What follows belongs to an exercise in optimizing a design on an open flow for small area, a short achievable clock period and few clock cycles per item; a production flow would make more cautious choices. No functional check of the RTL was part of this run.

## flow/design.v

```verilog
module sb_xor  (input wire a, input wire b, output wire y); assign y = a ^ b;    endmodule
module sb_xnor (input wire a, input wire b, output wire y); assign y = ~(a ^ b); endmodule
module sb_and  (input wire a, input wire b, output wire y); assign y = a & b;    endmodule
module aes_sbox (input wire [7:0] a, output wire [7:0] y);
  wire [7:0] x = a;
  wire U0 = x[7];
  wire U1 = x[6];
  wire U2 = x[5];
  wire U3 = x[4];
  wire U4 = x[3];
  wire U5 = x[2];
  wire U6 = x[1];
  wire U7 = x[0];
  wire T1; sb_xor g0 (.a(U0), .b(U3), .y(T1));
  wire T2; sb_xor g1 (.a(U0), .b(U5), .y(T2));
  wire T3; sb_xor g2 (.a(U0), .b(U6), .y(T3));
  wire T4; sb_xor g3 (.a(U3), .b(U5), .y(T4));
  wire T5; sb_xor g4 (.a(U4), .b(U6), .y(T5));
  wire T6; sb_xor g5 (.a(T1), .b(T5), .y(T6));
  wire T7; sb_xor g6 (.a(U1), .b(U2), .y(T7));
  wire T8; sb_xor g7 (.a(U7), .b(T6), .y(T8));
  wire T9; sb_xor g8 (.a(U7), .b(T7), .y(T9));
  wire T10; sb_xor g9 (.a(T6), .b(T7), .y(T10));
  wire T11; sb_xor g10 (.a(U1), .b(U5), .y(T11));
  wire T12; sb_xor g11 (.a(U2), .b(U5), .y(T12));
  wire T13; sb_xor g12 (.a(T3), .b(T4), .y(T13));
  wire T14; sb_xor g13 (.a(T6), .b(T11), .y(T14));
  wire T15; sb_xor g14 (.a(T5), .b(T11), .y(T15));
  wire T16; sb_xor g15 (.a(T5), .b(T12), .y(T16));
  wire T17; sb_xor g16 (.a(T9), .b(T16), .y(T17));
  wire T18; sb_xor g17 (.a(U3), .b(U7), .y(T18));
  wire T19; sb_xor g18 (.a(T7), .b(T18), .y(T19));
  wire T20; sb_xor g19 (.a(T1), .b(T19), .y(T20));
  wire T21; sb_xor g20 (.a(U6), .b(U7), .y(T21));
  wire T22; sb_xor g21 (.a(T7), .b(T21), .y(T22));
  wire T23; sb_xor g22 (.a(T2), .b(T22), .y(T23));
  wire T24; sb_xor g23 (.a(T2), .b(T10), .y(T24));
  wire T25; sb_xor g24 (.a(T20), .b(T17), .y(T25));
  wire T26; sb_xor g25 (.a(T3), .b(T16), .y(T26));
  wire T27; sb_xor g26 (.a(T1), .b(T12), .y(T27));
  wire M1; sb_and g27 (.a(T13), .b(T6), .y(M1));
  wire M2; sb_and g28 (.a(T23), .b(T8), .y(M2));
  wire M3; sb_xor g29 (.a(T14), .b(M1), .y(M3));
  wire M4; sb_and g30 (.a(T19), .b(U7), .y(M4));
  wire M5; sb_xor g31 (.a(M4), .b(M1), .y(M5));
  wire M6; sb_and g32 (.a(T3), .b(T16), .y(M6));
  wire M7; sb_and g33 (.a(T22), .b(T9), .y(M7));
  wire M8; sb_xor g34 (.a(T26), .b(M6), .y(M8));
  wire M9; sb_and g35 (.a(T20), .b(T17), .y(M9));
  wire M10; sb_xor g36 (.a(M9), .b(M6), .y(M10));
  wire M11; sb_and g37 (.a(T1), .b(T15), .y(M11));
  wire M12; sb_and g38 (.a(T4), .b(T27), .y(M12));
  wire M13; sb_xor g39 (.a(M12), .b(M11), .y(M13));
  wire M14; sb_and g40 (.a(T2), .b(T10), .y(M14));
  wire M15; sb_xor g41 (.a(M14), .b(M11), .y(M15));
  wire M16; sb_xor g42 (.a(M3), .b(M2), .y(M16));
  wire M17; sb_xor g43 (.a(M5), .b(T24), .y(M17));
  wire M18; sb_xor g44 (.a(M8), .b(M7), .y(M18));
  wire M19; sb_xor g45 (.a(M10), .b(M15), .y(M19));
  wire M20; sb_xor g46 (.a(M16), .b(M13), .y(M20));
  wire M21; sb_xor g47 (.a(M17), .b(M15), .y(M21));
  wire M22; sb_xor g48 (.a(M18), .b(M13), .y(M22));
  wire M23; sb_xor g49 (.a(M19), .b(T25), .y(M23));
  wire M24; sb_xor g50 (.a(M22), .b(M23), .y(M24));
  wire M25; sb_and g51 (.a(M22), .b(M20), .y(M25));
  wire M26; sb_xor g52 (.a(M21), .b(M25), .y(M26));
  wire M27; sb_xor g53 (.a(M20), .b(M21), .y(M27));
  wire M28; sb_xor g54 (.a(M23), .b(M25), .y(M28));
  wire M29; sb_and g55 (.a(M28), .b(M27), .y(M29));
  wire M30; sb_and g56 (.a(M26), .b(M24), .y(M30));
  wire M31; sb_and g57 (.a(M20), .b(M23), .y(M31));
  wire M32; sb_and g58 (.a(M27), .b(M31), .y(M32));
  wire M33; sb_xor g59 (.a(M27), .b(M25), .y(M33));
  wire M34; sb_and g60 (.a(M21), .b(M22), .y(M34));
  wire M35; sb_and g61 (.a(M24), .b(M34), .y(M35));
  wire M36; sb_xor g62 (.a(M24), .b(M25), .y(M36));
  wire M37; sb_xor g63 (.a(M21), .b(M29), .y(M37));
  wire M38; sb_xor g64 (.a(M32), .b(M33), .y(M38));
  wire M39; sb_xor g65 (.a(M23), .b(M30), .y(M39));
  wire M40; sb_xor g66 (.a(M35), .b(M36), .y(M40));
  wire M41; sb_xor g67 (.a(M38), .b(M40), .y(M41));
  wire M42; sb_xor g68 (.a(M37), .b(M39), .y(M42));
  wire M43; sb_xor g69 (.a(M37), .b(M38), .y(M43));
  wire M44; sb_xor g70 (.a(M39), .b(M40), .y(M44));
  wire M45; sb_xor g71 (.a(M42), .b(M41), .y(M45));
  wire M46; sb_and g72 (.a(M44), .b(T6), .y(M46));
  wire M47; sb_and g73 (.a(M40), .b(T8), .y(M47));
  wire M48; sb_and g74 (.a(M39), .b(U7), .y(M48));
  wire M49; sb_and g75 (.a(M43), .b(T16), .y(M49));
  wire M50; sb_and g76 (.a(M38), .b(T9), .y(M50));
  wire M51; sb_and g77 (.a(M37), .b(T17), .y(M51));
  wire M52; sb_and g78 (.a(M42), .b(T15), .y(M52));
  wire M53; sb_and g79 (.a(M45), .b(T27), .y(M53));
  wire M54; sb_and g80 (.a(M41), .b(T10), .y(M54));
  wire M55; sb_and g81 (.a(M44), .b(T13), .y(M55));
  wire M56; sb_and g82 (.a(M40), .b(T23), .y(M56));
  wire M57; sb_and g83 (.a(M39), .b(T19), .y(M57));
  wire M58; sb_and g84 (.a(M43), .b(T3), .y(M58));
  wire M59; sb_and g85 (.a(M38), .b(T22), .y(M59));
  wire M60; sb_and g86 (.a(M37), .b(T20), .y(M60));
  wire M61; sb_and g87 (.a(M42), .b(T1), .y(M61));
  wire M62; sb_and g88 (.a(M45), .b(T4), .y(M62));
  wire M63; sb_and g89 (.a(M41), .b(T2), .y(M63));
  wire L0; sb_xor g90 (.a(M61), .b(M62), .y(L0));
  wire L1; sb_xor g91 (.a(M50), .b(M56), .y(L1));
  wire L2; sb_xor g92 (.a(M46), .b(M48), .y(L2));
  wire L3; sb_xor g93 (.a(M47), .b(M55), .y(L3));
  wire L4; sb_xor g94 (.a(M54), .b(M58), .y(L4));
  wire L5; sb_xor g95 (.a(M49), .b(M61), .y(L5));
  wire L6; sb_xor g96 (.a(M62), .b(L5), .y(L6));
  wire L7; sb_xor g97 (.a(M46), .b(L3), .y(L7));
  wire L8; sb_xor g98 (.a(M51), .b(M59), .y(L8));
  wire L9; sb_xor g99 (.a(M52), .b(M53), .y(L9));
  wire L10; sb_xor g100 (.a(M53), .b(L4), .y(L10));
  wire L11; sb_xor g101 (.a(M60), .b(L2), .y(L11));
  wire L12; sb_xor g102 (.a(M48), .b(M51), .y(L12));
  wire L13; sb_xor g103 (.a(M50), .b(L0), .y(L13));
  wire L14; sb_xor g104 (.a(M52), .b(M61), .y(L14));
  wire L15; sb_xor g105 (.a(M55), .b(L1), .y(L15));
  wire L16; sb_xor g106 (.a(M56), .b(L0), .y(L16));
  wire L17; sb_xor g107 (.a(M57), .b(L1), .y(L17));
  wire L18; sb_xor g108 (.a(M58), .b(L8), .y(L18));
  wire L19; sb_xor g109 (.a(M63), .b(L4), .y(L19));
  wire L20; sb_xor g110 (.a(L0), .b(L1), .y(L20));
  wire L21; sb_xor g111 (.a(L1), .b(L7), .y(L21));
  wire L22; sb_xor g112 (.a(L3), .b(L12), .y(L22));
  wire L23; sb_xor g113 (.a(L18), .b(L2), .y(L23));
  wire L24; sb_xor g114 (.a(L15), .b(L9), .y(L24));
  wire L25; sb_xor g115 (.a(L6), .b(L10), .y(L25));
  wire L26; sb_xor g116 (.a(L7), .b(L9), .y(L26));
  wire L27; sb_xor g117 (.a(L8), .b(L10), .y(L27));
  wire L28; sb_xor g118 (.a(L11), .b(L14), .y(L28));
  wire L29; sb_xor g119 (.a(L11), .b(L17), .y(L29));
  wire S0; sb_xor g120 (.a(L6), .b(L24), .y(S0));
  wire S1; sb_xnor g121 (.a(L16), .b(L26), .y(S1));
  wire S2; sb_xnor g122 (.a(L19), .b(L28), .y(S2));
  wire S3; sb_xor g123 (.a(L6), .b(L21), .y(S3));
  wire S4; sb_xor g124 (.a(L20), .b(L22), .y(S4));
  wire S5; sb_xor g125 (.a(L25), .b(L29), .y(S5));
  wire S6; sb_xnor g126 (.a(L13), .b(L27), .y(S6));
  wire S7; sb_xnor g127 (.a(L6), .b(L23), .y(S7));
  wire [7:0] s = {S0, S1, S2, S3, S4, S5, S6, S7};
  assign y = s;
endmodule
module aes_dec_mix (input wire [31:0] x, output wire [31:0] y);
  wire t32; sb_xor g32 (.a(x[11]), .b(x[26]), .y(t32));
  wire t33; sb_xor g33 (.a(x[10]), .b(x[27]), .y(t33));
  wire t34; sb_xor g34 (.a(x[2]), .b(x[19]), .y(t34));
  wire t35; sb_xor g35 (.a(x[3]), .b(x[18]), .y(t35));
  wire t36; sb_xor g36 (.a(x[29]), .b(x[31]), .y(t36));
  wire t37; sb_xor g37 (.a(x[28]), .b(x[30]), .y(t37));
  wire t38; sb_xor g38 (.a(x[4]), .b(x[6]), .y(t38));
  wire t39; sb_xor g39 (.a(x[13]), .b(x[15]), .y(t39));
  wire t40; sb_xor g40 (.a(x[21]), .b(x[23]), .y(t40));
  wire t41; sb_xor g41 (.a(x[5]), .b(x[7]), .y(t41));
  wire t42; sb_xor g42 (.a(x[12]), .b(x[14]), .y(t42));
  wire t43; sb_xor g43 (.a(x[20]), .b(x[22]), .y(t43));
  wire t44; sb_xor g44 (.a(x[16]), .b(t34), .y(t44));
  wire t45; sb_xor g45 (.a(x[0]), .b(t35), .y(t45));
  wire t46; sb_xor g46 (.a(x[24]), .b(t33), .y(t46));
  wire t47; sb_xor g47 (.a(x[8]), .b(t32), .y(t47));
  wire t48; sb_xor g48 (.a(t40), .b(t42), .y(t48));
  wire t49; sb_xor g49 (.a(t37), .b(t41), .y(t49));
  wire t50; sb_xor g50 (.a(x[1]), .b(t38), .y(t50));
  wire t51; sb_xor g51 (.a(t36), .b(t43), .y(t51));
  wire t52; sb_xor g52 (.a(x[17]), .b(t47), .y(t52));
  wire t53; sb_xor g53 (.a(x[25]), .b(t44), .y(t53));
  wire t54; sb_xor g54 (.a(x[9]), .b(t45), .y(t54));
  wire t55; sb_xor g55 (.a(x[1]), .b(x[23]), .y(t55));
  wire t56; sb_xor g56 (.a(x[17]), .b(x[26]), .y(t56));
  wire t57; sb_xor g57 (.a(x[2]), .b(x[25]), .y(t57));
  wire t58; sb_xor g58 (.a(x[9]), .b(x[18]), .y(t58));
  wire t59; sb_xor g59 (.a(t39), .b(t58), .y(t59));
  wire t60; sb_xor g60 (.a(t46), .b(t51), .y(t60));
  wire t61; sb_xor g61 (.a(t39), .b(t50), .y(t61));
  wire t62; sb_xor g62 (.a(x[7]), .b(x[24]), .y(t62));
  wire t63; sb_xor g63 (.a(x[10]), .b(x[24]), .y(t63));
  wire t64; sb_xor g64 (.a(x[16]), .b(x[31]), .y(t64));
  wire t65; sb_xor g65 (.a(x[0]), .b(x[15]), .y(t65));
  wire t66; sb_xor g66 (.a(x[11]), .b(t38), .y(t66));
  wire t67; sb_xor g67 (.a(x[14]), .b(t37), .y(t67));
  wire t68; sb_xor g68 (.a(x[3]), .b(t43), .y(t68));
  wire t69; sb_xor g69 (.a(x[30]), .b(t42), .y(t69));
  wire t70; sb_xor g70 (.a(x[19]), .b(x[22]), .y(t70));
  wire t71; sb_xor g71 (.a(x[13]), .b(x[21]), .y(t71));
  wire t72; sb_xor g72 (.a(x[1]), .b(x[6]), .y(t72));
  wire t73; sb_xor g73 (.a(x[4]), .b(x[9]), .y(t73));
  wire t74; sb_xor g74 (.a(x[20]), .b(x[25]), .y(t74));
  wire t75; sb_xor g75 (.a(x[8]), .b(x[28]), .y(t75));
  wire t76; sb_xor g76 (.a(x[12]), .b(x[17]), .y(t76));
  wire t77; sb_xor g77 (.a(x[5]), .b(x[29]), .y(t77));
  wire t78; sb_xor g78 (.a(x[14]), .b(x[30]), .y(t78));
  wire t79; sb_xor g79 (.a(t40), .b(t56), .y(t79));
  wire t80; sb_xor g80 (.a(x[16]), .b(t57), .y(t80));
  wire t81; sb_xor g81 (.a(x[13]), .b(t55), .y(t81));
  wire t82; sb_xor g82 (.a(x[22]), .b(t39), .y(t82));
  wire t83; sb_xor g83 (.a(t36), .b(t63), .y(t83));
  wire t84; sb_xor g84 (.a(x[27]), .b(t62), .y(t84));
  wire t85; sb_xor g85 (.a(x[0]), .b(t41), .y(t85));
  wire t86; sb_xor g86 (.a(x[8]), .b(t35), .y(t86));
  wire t87; sb_xor g87 (.a(t41), .b(t55), .y(t87));
  wire t88; sb_xor g88 (.a(x[6]), .b(t32), .y(t88));
  wire t89; sb_xor g89 (.a(x[11]), .b(t46), .y(t89));
  wire t90; sb_xor g90 (.a(t45), .b(t49), .y(t90));
  wire t91; sb_xor g91 (.a(t48), .b(t56), .y(t91));
  wire t92; sb_xor g92 (.a(t34), .b(t46), .y(t92));
  wire t93; sb_xor g93 (.a(x[27]), .b(t48), .y(t93));
  wire t94; sb_xor g94 (.a(t48), .b(t59), .y(t94));
  wire t95; sb_xor g95 (.a(x[31]), .b(t59), .y(t95));
  wire t96; sb_xor g96 (.a(x[7]), .b(t79), .y(t96));
  wire t97; sb_xor g97 (.a(t54), .b(t64), .y(t97));
  wire t98; sb_xor g98 (.a(t52), .b(t61), .y(t98));
  wire t99; sb_xor g99 (.a(t53), .b(t65), .y(t99));
  wire t100; sb_xor g100 (.a(t43), .b(t53), .y(t100));
  wire t101; sb_xor g101 (.a(t35), .b(t52), .y(t101));
  wire t102; sb_xor g102 (.a(t49), .b(t54), .y(t102));
  wire t103; sb_xor g103 (.a(x[1]), .b(x[21]), .y(t103));
  wire t104; sb_xor g104 (.a(x[5]), .b(x[17]), .y(t104));
  wire t105; sb_xor g105 (.a(x[26]), .b(x[27]), .y(t105));
  wire t106; sb_xor g106 (.a(x[7]), .b(x[28]), .y(t106));
  wire t107; sb_xor g107 (.a(x[2]), .b(x[6]), .y(t107));
  wire t108; sb_xor g108 (.a(x[10]), .b(x[20]), .y(t108));
  wire t109; sb_xor g109 (.a(x[12]), .b(x[30]), .y(t109));
  wire t110; sb_xor g110 (.a(x[8]), .b(x[22]), .y(t110));
  wire t111; sb_xor g111 (.a(x[18]), .b(x[23]), .y(t111));
  wire t112; sb_xor g112 (.a(x[4]), .b(x[15]), .y(t112));
  wire t113; sb_xor g113 (.a(x[8]), .b(x[20]), .y(t113));
  wire t114; sb_xor g114 (.a(x[21]), .b(x[31]), .y(t114));
  wire t115; sb_xor g115 (.a(x[22]), .b(x[28]), .y(t115));
  wire t116; sb_xor g116 (.a(x[5]), .b(x[15]), .y(t116));
  wire t117; sb_xor g117 (.a(x[25]), .b(x[29]), .y(t117));
  wire t118; sb_xor g118 (.a(x[19]), .b(x[29]), .y(t118));
  wire t119; sb_xor g119 (.a(x[3]), .b(t33), .y(t119));
  wire t120; sb_xor g120 (.a(x[19]), .b(t32), .y(t120));
  wire t121; sb_xor g121 (.a(x[18]), .b(t32), .y(t121));
  wire t122; sb_xor g122 (.a(t36), .b(t72), .y(t122));
  wire t123; sb_xor g123 (.a(x[15]), .b(t36), .y(t123));
  wire t124; sb_xor g124 (.a(t41), .b(t73), .y(t124));
  wire t125; sb_xor g125 (.a(t65), .b(t72), .y(t125));
  wire t126; sb_xor g126 (.a(x[0]), .b(t113), .y(t126));
  wire t127; sb_xor g127 (.a(t63), .b(t111), .y(t127));
  wire t128; sb_xor g128 (.a(t106), .b(t118), .y(t128));
  wire t129; sb_xor g129 (.a(t74), .b(t114), .y(t129));
  wire t130; sb_xor g130 (.a(x[3]), .b(t37), .y(t130));
  wire t131; sb_xor g131 (.a(t40), .b(t62), .y(t131));
  wire t132; sb_xor g132 (.a(t36), .b(t108), .y(t132));
  wire t133; sb_xor g133 (.a(t64), .b(t70), .y(t133));
  wire t134; sb_xor g134 (.a(x[6]), .b(t76), .y(t134));
  wire t135; sb_xor g135 (.a(x[19]), .b(t74), .y(t135));
  wire t136; sb_xor g136 (.a(t33), .b(t38), .y(t136));
  wire t137; sb_xor g137 (.a(x[11]), .b(t112), .y(t137));
  wire t138; sb_xor g138 (.a(x[3]), .b(t78), .y(t138));
  wire t139; sb_xor g139 (.a(x[26]), .b(t34), .y(t139));
  wire t140; sb_xor g140 (.a(x[4]), .b(t33), .y(t140));
  wire t141; sb_xor g141 (.a(t34), .b(t117), .y(t141));
  wire t142; sb_xor g142 (.a(t75), .b(t107), .y(t142));
  wire t143; sb_xor g143 (.a(t57), .b(t109), .y(t143));
  wire t144; sb_xor g144 (.a(x[23]), .b(t110), .y(t144));
  wire t145; sb_xor g145 (.a(t73), .b(t116), .y(t145));
  wire t146; sb_xor g146 (.a(x[10]), .b(t39), .y(t146));
  wire t147; sb_xor g147 (.a(t40), .b(t78), .y(t147));
  wire t148; sb_xor g148 (.a(x[9]), .b(t77), .y(t148));
  wire t149; sb_xor g149 (.a(x[12]), .b(t70), .y(t149));
  wire t150; sb_xor g150 (.a(t42), .b(t57), .y(t150));
  wire t151; sb_xor g151 (.a(t77), .b(t103), .y(t151));
  wire t152; sb_xor g152 (.a(t71), .b(t104), .y(t152));
  wire t153; sb_xor g153 (.a(x[14]), .b(t75), .y(t153));
  wire t154; sb_xor g154 (.a(t44), .b(t124), .y(t154));
  wire t155; sb_xor g155 (.a(t69), .b(t88), .y(t155));
  wire t156; sb_xor g156 (.a(t49), .b(t80), .y(t156));
  wire t157; sb_xor g157 (.a(t67), .b(t68), .y(t157));
  wire t158; sb_xor g158 (.a(t47), .b(t136), .y(t158));
  wire t159; sb_xor g159 (.a(t44), .b(t86), .y(t159));
  wire t160; sb_xor g160 (.a(t83), .b(t137), .y(t160));
  wire t161; sb_xor g161 (.a(t71), .b(t84), .y(t161));
  wire t162; sb_xor g162 (.a(t127), .b(t149), .y(t162));
  wire t163; sb_xor g163 (.a(t67), .b(t144), .y(t163));
  wire t164; sb_xor g164 (.a(t42), .b(t128), .y(t164));
  wire t165; sb_xor g165 (.a(t105), .b(t126), .y(t165));
  wire t166; sb_xor g166 (.a(t46), .b(t47), .y(t166));
  wire t167; sb_xor g167 (.a(t51), .b(t150), .y(t167));
  wire t168; sb_xor g168 (.a(t123), .b(t143), .y(t168));
  wire t169; sb_xor g169 (.a(t44), .b(t47), .y(t169));
  wire t170; sb_xor g170 (.a(t88), .b(t132), .y(t170));
  wire t171; sb_xor g171 (.a(t33), .b(t66), .y(t171));
  wire t172; sb_xor g172 (.a(t50), .b(t85), .y(t172));
  wire t173; sb_xor g173 (.a(t45), .b(t135), .y(t173));
  wire t174; sb_xor g174 (.a(t81), .b(t148), .y(t174));
  wire t175; sb_xor g175 (.a(t83), .b(t139), .y(t175));
  wire t176; sb_xor g176 (.a(t67), .b(t80), .y(t176));
  wire t177; sb_xor g177 (.a(t38), .b(t69), .y(t177));
  wire t178; sb_xor g178 (.a(t115), .b(t122), .y(t178));
  wire t179; sb_xor g179 (.a(t37), .b(t66), .y(t179));
  wire t180; sb_xor g180 (.a(x[10]), .b(t49), .y(t180));
  wire t181; sb_xor g181 (.a(t51), .b(t146), .y(t181));
  wire t182; sb_xor g182 (.a(x[16]), .b(t68), .y(t182));
  wire t183; sb_xor g183 (.a(t82), .b(t140), .y(t183));
  wire t184; sb_xor g184 (.a(t87), .b(t153), .y(t184));
  wire t185; sb_xor g185 (.a(x[2]), .b(t85), .y(t185));
  wire t186; sb_xor g186 (.a(t120), .b(t152), .y(t186));
  wire t187; sb_xor g187 (.a(t82), .b(t134), .y(t187));
  wire t188; sb_xor g188 (.a(t76), .b(t81), .y(t188));
  wire t189; sb_xor g189 (.a(t119), .b(t151), .y(t189));
  wire t190; sb_xor g190 (.a(t40), .b(t121), .y(t190));
  wire t191; sb_xor g191 (.a(x[19]), .b(t50), .y(t191));
  wire t192; sb_xor g192 (.a(t66), .b(t129), .y(t192));
  wire t193; sb_xor g193 (.a(t60), .b(t191), .y(t193));
  wire t194; sb_xor g194 (.a(t94), .b(t179), .y(t194));
  wire t195; sb_xor g195 (.a(t92), .b(t125), .y(t195));
  wire t196; sb_xor g196 (.a(t89), .b(t90), .y(t196));
  wire t197; sb_xor g197 (.a(t90), .b(t175), .y(t197));
  wire t198; sb_xor g198 (.a(t52), .b(t141), .y(t198));
  wire t199; sb_xor g199 (.a(t54), .b(t93), .y(t199));
  wire t200; sb_xor g200 (.a(t96), .b(t183), .y(t200));
  wire t201; sb_xor g201 (.a(t69), .b(t95), .y(t201));
  wire t202; sb_xor g202 (.a(t159), .b(t181), .y(t202));
  wire t203; sb_xor g203 (.a(t92), .b(t95), .y(t203));
  wire t204; sb_xor g204 (.a(t169), .b(t178), .y(t204));
  wire t205; sb_xor g205 (.a(t147), .b(t173), .y(t205));
  wire t206; sb_xor g206 (.a(t52), .b(t138), .y(t206));
  wire t207; sb_xor g207 (.a(t130), .b(t188), .y(t207));
  wire t208; sb_xor g208 (.a(t60), .b(t190), .y(t208));
  wire t209; sb_xor g209 (.a(t84), .b(t155), .y(t209));
  wire t210; sb_xor g210 (.a(t162), .b(t172), .y(t210));
  wire t211; sb_xor g211 (.a(t131), .b(t168), .y(t211));
  wire t212; sb_xor g212 (.a(t89), .b(t174), .y(t212));
  wire t213; sb_xor g213 (.a(t87), .b(t170), .y(t213));
  wire t214; sb_xor g214 (.a(t94), .b(t185), .y(t214));
  wire t215; sb_xor g215 (.a(x[27]), .b(t167), .y(t215));
  wire t216; sb_xor g216 (.a(t60), .b(t154), .y(t216));
  wire t217; sb_xor g217 (.a(t54), .b(t171), .y(t217));
  wire t218; sb_xor g218 (.a(t61), .b(t166), .y(t218));
  wire t219; sb_xor g219 (.a(t93), .b(t145), .y(t219));
  wire t220; sb_xor g220 (.a(t96), .b(t182), .y(t220));
  wire t221; sb_xor g221 (.a(t160), .b(t176), .y(t221));
  wire t222; sb_xor g222 (.a(t53), .b(t187), .y(t222));
  wire t223; sb_xor g223 (.a(t68), .b(t180), .y(t223));
  wire t224; sb_xor g224 (.a(t133), .b(t177), .y(t224));
  wire t225; sb_xor g225 (.a(t184), .b(t203), .y(t225));
  wire t226; sb_xnor g226 (.a(t53), .b(t194), .y(t226));
  wire t227; sb_xor g227 (.a(t142), .b(t220), .y(t227));
  wire t228; sb_xor g228 (.a(t99), .b(t213), .y(t228));
  wire t229; sb_xor g229 (.a(t165), .b(t201), .y(t229));
  wire t230; sb_xor g230 (.a(t156), .b(t208), .y(t230));
  wire t231; sb_xor g231 (.a(t101), .b(t211), .y(t231));
  wire t232; sb_xnor g232 (.a(t101), .b(t224), .y(t232));
  wire t233; sb_xnor g233 (.a(t60), .b(t207), .y(t233));
  wire t234; sb_xnor g234 (.a(t157), .b(t195), .y(t234));
  wire t235; sb_xor g235 (.a(t91), .b(t202), .y(t235));
  wire t236; sb_xnor g236 (.a(t102), .b(t215), .y(t236));
  wire t237; sb_xnor g237 (.a(t98), .b(t164), .y(t237));
  wire t238; sb_xnor g238 (.a(t102), .b(t192), .y(t238));
  wire t239; sb_xor g239 (.a(t158), .b(t214), .y(t239));
  wire t240; sb_xor g240 (.a(t196), .b(t222), .y(t240));
  wire t241; sb_xnor g241 (.a(t161), .b(t198), .y(t241));
  wire t242; sb_xnor g242 (.a(t98), .b(t223), .y(t242));
  wire t243; sb_xor g243 (.a(t205), .b(t218), .y(t243));
  wire t244; sb_xnor g244 (.a(t163), .b(t217), .y(t244));
  wire t245; sb_xnor g245 (.a(t86), .b(t212), .y(t245));
  wire t246; sb_xor g246 (.a(t206), .b(t216), .y(t246));
  wire t247; sb_xor g247 (.a(t199), .b(t204), .y(t247));
  wire t248; sb_xnor g248 (.a(t100), .b(t209), .y(t248));
  wire t249; sb_xnor g249 (.a(t97), .b(t186), .y(t249));
  wire t250; sb_xor g250 (.a(t97), .b(t200), .y(t250));
  wire t251; sb_xnor g251 (.a(t99), .b(t189), .y(t251));
  wire t252; sb_xor g252 (.a(t61), .b(t197), .y(t252));
  wire t253; sb_xnor g253 (.a(t100), .b(t219), .y(t253));
  wire t254; sb_xnor g254 (.a(t91), .b(t193), .y(t254));
  assign y[0] = t228;
  assign y[1] = t241;
  assign y[2] = t236;
  assign y[3] = t252;
  assign y[4] = t243;
  assign y[5] = t244;
  assign y[6] = t238;
  assign y[7] = t210;
  assign y[8] = t225;
  assign y[9] = t251;
  assign y[10] = t242;
  assign y[11] = t239;
  assign y[12] = t247;
  assign y[13] = t232;
  assign y[14] = t237;
  assign y[15] = t229;
  assign y[16] = t250;
  assign y[17] = t245;
  assign y[18] = t226;
  assign y[19] = t235;
  assign y[20] = t246;
  assign y[21] = t248;
  assign y[22] = t253;
  assign y[23] = t227;
  assign y[24] = t231;
  assign y[25] = t249;
  assign y[26] = t254;
  assign y[27] = t230;
  assign y[28] = t240;
  assign y[29] = t234;
  assign y[30] = t233;
  assign y[31] = t221;
endmodule
module aes256_cbc #(
  parameter [127:0] IV0 = 128'h0102030405060708090a0b0c0d0e0f10
) (
  input  wire         clk,
  input  wire         rst,         
  input  wire         in_valid,
  output wire         in_ready,
  input  wire [1:0]   in_op,
  input  wire         in_first,
  input  wire [127:0] in_data,
  input  wire [255:0] in_key,
  output wire         out_valid,
  input  wire         out_ready,
  output wire [127:0] out_data,
  output wire [1:0]   out_err
);
  localparam [1:0] OP_KEXP = 2'd0, OP_ENC = 2'd1, OP_DEC = 2'd2, OP_ILL = 2'd3;
  localparam [1:0] E_NONE = 2'd0, E_ILLEGAL = 2'd1, E_NOKEY = 2'd2;
  reg         busy;           
  reg [1:0]   err;            
  reg [3:0]   rnd;            
  reg         aesv;           
  reg         ovalid;
  reg [127:0] obuf;           
  reg [1:0]   oerr;
  reg [127:0] state;
  reg [127:0] chain;          
  reg [127:0] mask;           
  reg [255:0] k0;             
  reg [255:0] kn;             
  reg         kn_pending;     
  reg [255:0] w;              
  reg  enc, dec, kexp;        
  wire is_enc  = enc;
  wire is_dec  = dec;
  wire is_kexp = kexp;
  reg         parked;         
  wire at_end  = busy && !parked &&
                 (is_enc ? (rnd == 4'd14) : is_dec ? (rnd == 4'd0) : 1'b1);
  wire done    = at_end || (busy && parked);
  wire fin     = done && (!ovalid || out_ready);
  wire park    = at_end && !fin;
  assign in_ready  = !ovalid && (!busy || done) && !(in_op == OP_DEC && kn_pending);
  assign out_valid = ovalid;
  assign out_data  = obuf;
  assign out_err   = oerr;
  wire accept = in_valid && in_ready;
  function automatic [7:0] xtime(input [7:0] a);
    xtime = {a[6:0], 1'b0} ^ (a[7] ? 8'h1b : 8'h00);
  endfunction
  function automatic [31:0] mix_col(input [31:0] c);
    reg [7:0] a0, a1, a2, a3, s01, s12, s23, s30;
    begin
      a0 = c[31:24]; a1 = c[23:16]; a2 = c[15:8]; a3 = c[7:0];
      s01 = a0 ^ a1; s12 = a1 ^ a2; s23 = a2 ^ a3; s30 = a3 ^ a0;
      mix_col[31:24] = xtime(s01) ^ a1 ^ s23;
      mix_col[23:16] = xtime(s12) ^ a2 ^ s30;
      mix_col[15:8]  = xtime(s23) ^ a3 ^ s01;
      mix_col[7:0]   = xtime(s30) ^ a0 ^ s12;
    end
  endfunction
  function automatic [7:0] ainv(input [7:0] b);
    ainv = {b[6] ^ b[4] ^ b[1], b[5] ^ b[3] ^ b[0], b[7] ^ b[4] ^ b[2], b[6] ^ b[3] ^ b[1],
            b[5] ^ b[2] ^ b[0], ~(b[7] ^ b[4] ^ b[1]), b[6] ^ b[3] ^ b[0], ~(b[7] ^ b[5] ^ b[2])};
  endfunction
  function automatic [7:0] alin(input [7:0] b);
    integer i;
    begin
      for (i = 0; i < 8; i = i + 1)
        alin[i] = b[i] ^ b[(i + 4) % 8] ^ b[(i + 5) % 8] ^ b[(i + 6) % 8] ^ b[(i + 7) % 8];
    end
  endfunction
  function automatic [127:0] alin_all(input [127:0] v);
    integer i;
    begin
      for (i = 0; i < 16; i = i + 1) alin_all[8*i +: 8] = alin(v[8*i +: 8]);
    end
  endfunction
  function automatic [127:0] ainv_all(input [127:0] v);
    integer i;
    begin
      for (i = 0; i < 16; i = i + 1) ainv_all[8*i +: 8] = ainv(v[8*i +: 8]);
    end
  endfunction
  wire [127:0] sb;
  genvar g;
  generate
    for (g = 0; g < 16; g = g + 1) begin : g_sbox
      aes_sbox u_sb (.a(state[8*g +: 8]), .y(sb[8*g +: 8]));
    end
  endgenerate
  reg [127:0] sr, isr;
  integer r, c;
  always @(*) begin
    for (r = 0; r < 4; r = r + 1)
      for (c = 0; c < 4; c = c + 1) begin
        sr[127 - 8*(r + 4*c) -: 8]  = sb[127 - 8*(r + 4*((c + r) % 4)) -: 8];
        isr[127 - 8*(r + 4*c) -: 8] = sb[127 - 8*(r + 4*((c + 4 - r) % 4)) -: 8];
      end
  end
  wire [127:0] wa   = w[255:128];
  wire [127:0] rkey = w[127:0];       
  wire [127:0] q_enc = {mix_col(sr[127:96]), mix_col(sr[95:64]),
                        mix_col(sr[63:32]),  mix_col(sr[31:0])} ^ rkey;
  wire [127:0] xs    = isr ^ alin_all(rkey);
  wire [127:0] z     = ainv_all(xs);              
  wire [127:0] q_dec;
  generate
    for (g = 0; g < 4; g = g + 1) begin : g_dmix
      aes_dec_mix u_dm (.x(xs[32*g +: 32]), .y(q_dec[32*g +: 32]));
    end
  endgenerate
  wire [127:0] q_norm = dec ? q_dec : q_enc;
  wire [127:0] q_last = dec ? (z ^ mask) : (sr ^ rkey);
  wire [31:0] ks_in  = rkey[31:0];
  wire [31:0] ks_rot = rnd[0] ? {ks_in[23:0], ks_in[31:24]} : ks_in;
  wire [31:0] ks_sub;
  generate
    for (g = 0; g < 4; g = g + 1) begin : g_ksbox
      aes_sbox u_ksb (.a(ks_rot[8*g +: 8]), .y(ks_sub[8*g +: 8]));
    end
  endgenerate
  reg [7:0] rcon;
  always @(*) begin
    case (rnd)
      4'd1:    rcon = 8'h01;
      4'd3:    rcon = 8'h02;
      4'd5:    rcon = 8'h04;
      4'd7:    rcon = 8'h08;
      4'd9:    rcon = 8'h10;
      4'd11:   rcon = 8'h20;
      4'd13:   rcon = 8'h40;
      default: rcon = 8'h00;
    endcase
  end
  wire [31:0]  kt = ks_sub ^ {rcon, 24'h0};
  wire [31:0]  e0 = wa[127:96] ^ kt;
  wire [31:0]  e1 = wa[95:64] ^ (dec ? wa[127:96] : e0);
  wire [31:0]  e2 = wa[63:32] ^ (dec ? wa[95:64]  : e1);
  wire [31:0]  e3 = wa[31:0]  ^ (dec ? wa[63:32]  : e2);
  wire [255:0] w_step = {rkey, e0, e1, e2, e3};
  wire [127:0] cv     = (fin && is_enc && !parked) ? q_last : chain;     
  wire [127:0] xin    = in_first ? IV0 : cv;
  wire         new_enc = (in_op == OP_ENC) && aesv;
  wire         new_dec = (in_op == OP_DEC) && aesv;
  wire [255:0] kstart = (new_dec && !(busy && is_kexp)) ? kn : k0;
  wire [127:0] init_x = in_data ^ (xin & {128{new_enc}}) ^ kstart[255:128];
  wire [127:0] init   = new_dec ? ainv_all(init_x) : init_x;
  wire         load_w = (accept && (new_enc || new_dec)) || (busy && is_kexp && rnd == 4'd0);
  always @(posedge clk) begin
    state <= accept ? init : q_norm;
    w <= load_w ? kstart : w_step;
    if (accept && in_op == OP_KEXP) k0 <= in_key;
    if (kn_pending && !is_dec && rnd == 4'd13) kn <= {e0, e1, e2, e3, rkey};
    if (accept && new_dec)          mask <= xin;
    else if (park)                  mask <= q_last;
  end
  always @(posedge clk) begin
    if (rst) begin
      busy   <= 1'b0;
      parked <= 1'b0;
      kn_pending <= 1'b0;
      aesv   <= 1'b0;
      ovalid <= 1'b0;
      chain  <= IV0;
    end else begin
      if (fin) begin
        ovalid <= 1'b1;
        obuf   <= !(is_enc || is_dec) ? 128'h0 : parked ? mask : q_last;
        oerr   <= err;
      end else if (out_ready) begin
        ovalid <= 1'b0;
      end
      if (at_end && is_enc) chain <= q_last;
      if (park) parked <= 1'b1;
      if (fin) begin
        busy   <= 1'b0;
        parked <= 1'b0;
      end
      rnd <= is_dec ? rnd - 4'd1 : rnd + 4'd1;
      if (kn_pending && !is_dec && rnd == 4'd13) kn_pending <= 1'b0;
      if (accept) begin
        busy <= 1'b1;
        enc  <= new_enc;
        dec  <= new_dec;
        kexp <= (in_op == OP_KEXP);
        err  <= (in_op == OP_ILL) ? E_ILLEGAL : (in_op != OP_KEXP && !aesv) ? E_NOKEY : E_NONE;
        if (in_op == OP_KEXP) begin
          aesv       <= 1'b1;
          kn_pending <= 1'b1;
          rnd        <= 4'd0;
        end
        if (new_enc) rnd <= 4'd1;
        if (new_dec) rnd <= 4'd13;
        if (new_dec) begin
          chain <= in_data;
        end
      end
    end
  end
endmodule
```

## flow/run.sh

```bash
#!/bin/bash
# synth_recipe.tcl (not shown) runs the flow's synth.tcl, then flattens the netlist and writes it again
# the make line also repeats each setting of config.mk as NAME=value (left out here)
make -C /OpenROAD-flow-scripts/flow DESIGN_CONFIG=/design/flow/config.mk WORK_HOME=/design/flow/orfs CLKGATE_MAP_FILE= SYNTH_SCRIPT=/design/flow/synth_recipe.tcl finish
```

## flow/config.mk

```make
export PLATFORM = sky130hd
export DESIGN_NAME = aes256_cbc
export DESIGN_NICKNAME = aes256_cbc
export VERILOG_FILES = /design/flow/design.v
export SDC_FILE = /design/flow/constraint.sdc
export NUM_CORES = 8
export LEC_CHECK = 0
export CAP_MARGIN = 20
export CORE_MARGIN = 2
export CORE_UTILIZATION = 45
export PLACE_DENSITY = 0.6
export SETUP_SLACK_MARGIN = 3
export SLEW_MARGIN = 20
export SYNTH_HIERARCHICAL = 1
export SYNTH_MINIMUM_KEEP_SIZE = 0
```

## flow/constraint.sdc

```tcl
create_clock -name core_clock -period 11.0 [get_ports {clk}]
set_input_delay 2.2000 -clock core_clock [delete_from_list [all_inputs] [get_ports {clk}]]
set_output_delay 2.2000 -clock core_clock [all_outputs]
set_load 0.01 [all_outputs]
```

==> reports/qor.csv <==
metric,value,unit
layout-drive-gt1-share,15.3,%
synth_top_area_share,25.1,%
dp_hpwl,396,mm
crit_family,XOR/XNOR gates,
worst_pin_slew,1.31,ns
grt_util_all_layers,40.2,%
cp_slowest_stage_delay,0.48,ns
die_x,493,µm
grt_max_degree,160,
max_slew_margin,10.3,%
antenna_found_initial,37,
cts_sinks,1296,
fin_area,130000,µm²
holdWs,0.390,ns
timing.final.crit_share,72.1,%
vias_per_cell,5.79,
drt_iter0_drc,11500,
cp_max_fo,6,
fin_util,54.5,%
critPathBufInv,2,
placed_cell_area,115000,µm²
htreeDepth,4,
initial_core_util,45.3,%
grt_pass1_wl,677,mm
totalWireLength,508,mm
timing.final.ws_setup,3.07,ns
cts_buffer_depth,3,
yosysSeqAreaShare,31.3,%
io_pins,523,
grt_overflow,0,
drv_slew,0,
final_nets,12100,
finalCriticalPeriod,7.93,ns
critPathSlowestCell,dfxtp_1,
cts_buffers,152,
detail-route-antenna-nets,0,
hp-class,reg -> reg,
synth_fp_nets,11800,
cap_violations,0,
num_rows,179,
path_class,reg -> reg,
synth_edf_count,779,
die_area,243000,µm²
setup-tns-final,0,ns
root_buffer,clkbuf_16,
synth_seq_cells,1296,
grt_pass1_vias,82500,
async_flop_share,0,%
syn-cell-area,108000,µm²
end_kind,flip-flop,
ys.flop_type,edfxtp_1,
place_ws,1.67,ns
cts_tree,yes,
placement.io_buffers,522,
core,238000,µm²
path_common_cell,xor2_1,
synth_common_cells,"xor2_1, xnor2_1, nand2_1",
clk_pin_slew,0.06,ns
dr.pass1.iters,6,
syn_to_final_growth,20.4,%
postCtsHoldBufs,0,
synth_area_leaders,"xor2_1, edfxtp_1, xnor2_1",
drt-wirelength-per-cell,33.7,µm
fill_cells,21400,
setup_violations,0,
rsz0062_at_grt,yes,
max_freq,126,MHz
die_h,493,µm
cp.required,11.65,ns
yosysUniqueCellTypes,96,
yosysTopAreaCell,xor2_1,
synthCells,11400,
synth_most_common_cell,xor2_1,
clk_latency,0.89,ns
gp_congestion,1.07,
hold_viol,0,
yosysWarnings,7,
synth_area_per_cell,9.42,µm²
drc,0,
critical_path_arrival,8.59,ns
status,finished clean,
clock_skew,0.0840,ns
startpoint_type,flip-flop,
route.vias.total,87300,
[through the flow]
| stage | std cells |
|---|---|
| 2_1_floorplan | 11400 |
| 3_3_place_gp | 14500 |
| 3_5_place_dp | 14500 |
| 4_1_cts | 14800 |
| 5_1_grt | 15100 |
| 6_report | 15100 |
[layout by cell type, fill, tap and decap left out, drive strengths merged, types with 15 or more instances in the layout]
cell,n
a21o,18
buf,597
xor2,3099
xnor2,1397
a21oi,473
diode,15
or3,34
edfxtp,779
nand3,71
clkinv,57
dfxtp,517
a311oi,60
xnor3,128
o22ai,82
nor2,822
mux2i,222
a31oi,98
o21ai,366
and3,29
nor3,57
o21a,17
clkbuf,206
a22oi,95
nand2,878
inv,74
o221ai,24
a21boi,34
o211ai,82
and2,714
mux2,32
clkdlybuf4s50,520
a211oi,74
xor3,52
nor2b,30
[path summary, 6_finish.rpt]
path,endpoint,startpoint,depth (start not counted),slack (ns)
worst max register to register,state[32]$_DFF_P_,state[4]$_DFF_P_,27,3.07
worst min register to register,oerr[0]$_DFFE_PP_,err[0]$_SDFFCE_PN1P_,0,0.39
worst min-delay path,oerr[0]$_DFFE_PP_,err[0]$_SDFFCE_PN1P_,0,0.39
worst max-delay path,state[32]$_DFF_P_,state[4]$_DFF_P_,27,3.07
[Yosys stat by module (local to each module, per instance)]
module,copies in the design,cells
aes_sbox,20,8
sb_and,680,1
sb_xnor,144,1
sb_xor,2628,1
aes256_cbc,1,7698
aes_dec_mix,4,32
[kinds of logic after synthesis]
kind of cell,share of synthesized area [%]
muxes,2.40
DFF,31.3
buffers and inverters,5.02
xor gates and xnor gates,41.1
adders and majority gates,0.0581
AOI/OAI and AO/OA,8.69
and+or+nand+nor,11.4
[metal layers]
| layer | track usage [%] | vias to the layer above | part of all wire (%) |
|---|---|---|---|
| met5 | 0.763 | - | 0.077 |
| met4 | 26.5 | 20 | 8.2 |
| met3 | 12.1 | 1097 | 12 |
| met2 | 56.5 | 5460 | 40 |
| met1 | 53.3 | 43100 | 39 |
| li1 | - | 37600 | - |
[registers in the layout, summed over array words and instances, names as in the netlist, 2 cells and up]
signal and flops:
kn 256, k0 256, w 256, state 128
oerr 2, rnd 4, err 2, mask 128
obuf 128, chain 128
[final cells by class]
| cell class | instances | area (µm²) | share of cell area, % |
|---|---|---|---|
| diodes | 15 | 37.5 | 0.0289 |
| clock buffers | 205 | 4260 | 3.28 |
| repair buffers | 1118 | 10300 | 7.92 |
| clock inverters | 80 | 1120 | 0.861 |
| inverters | 74 | 328 | 0.253 |
| flip-flops and latches | 1296 | 33800 | 26.1 |
| multi-input cells | 9107 | 75900 | 58.5 |
| well taps | 3167 | 3960 | 3.06 |
[timing repair]
action | in CTS | in global routing
buffers inserted | 50 | 215
pin swaps | 37 | 157
endpoints found under the setup margin | 245 | 198
gates resized for setup | 366 | 581

[separate check: timing with driven ports]
The results above use ideal ports. As a check the final layout listed here was re-extracted and re-timed, cells and wires unchanged.
Step 1: set_driving_cell puts a clkbuf_16 on clk and a buf_2 on each other input, an assumption about the parent block.
Step 2 moves the port delays by t, midway between the first and last clock arrival at a register: inputs arrive t later, outputs are due t later. That takes back most of the time a late clock gives input paths.
Three values: ideal ports, drivers, drivers and shift; two values: the first two.
shift t [ns]: 0.950
slack for setup (ns): 3.066 / 3.066 / 3.066
latest minus earliest clock arrival (ns): 0.090 / 0.090
worst register clock-pin slew, ns: 0.07 / 0.07
cell pins on the clock port's net: 1
After both steps this run still meets setup and hold. For this run, drivers alone change the setup slack by 0.000 ns; drivers and shift together by 0.000 ns.
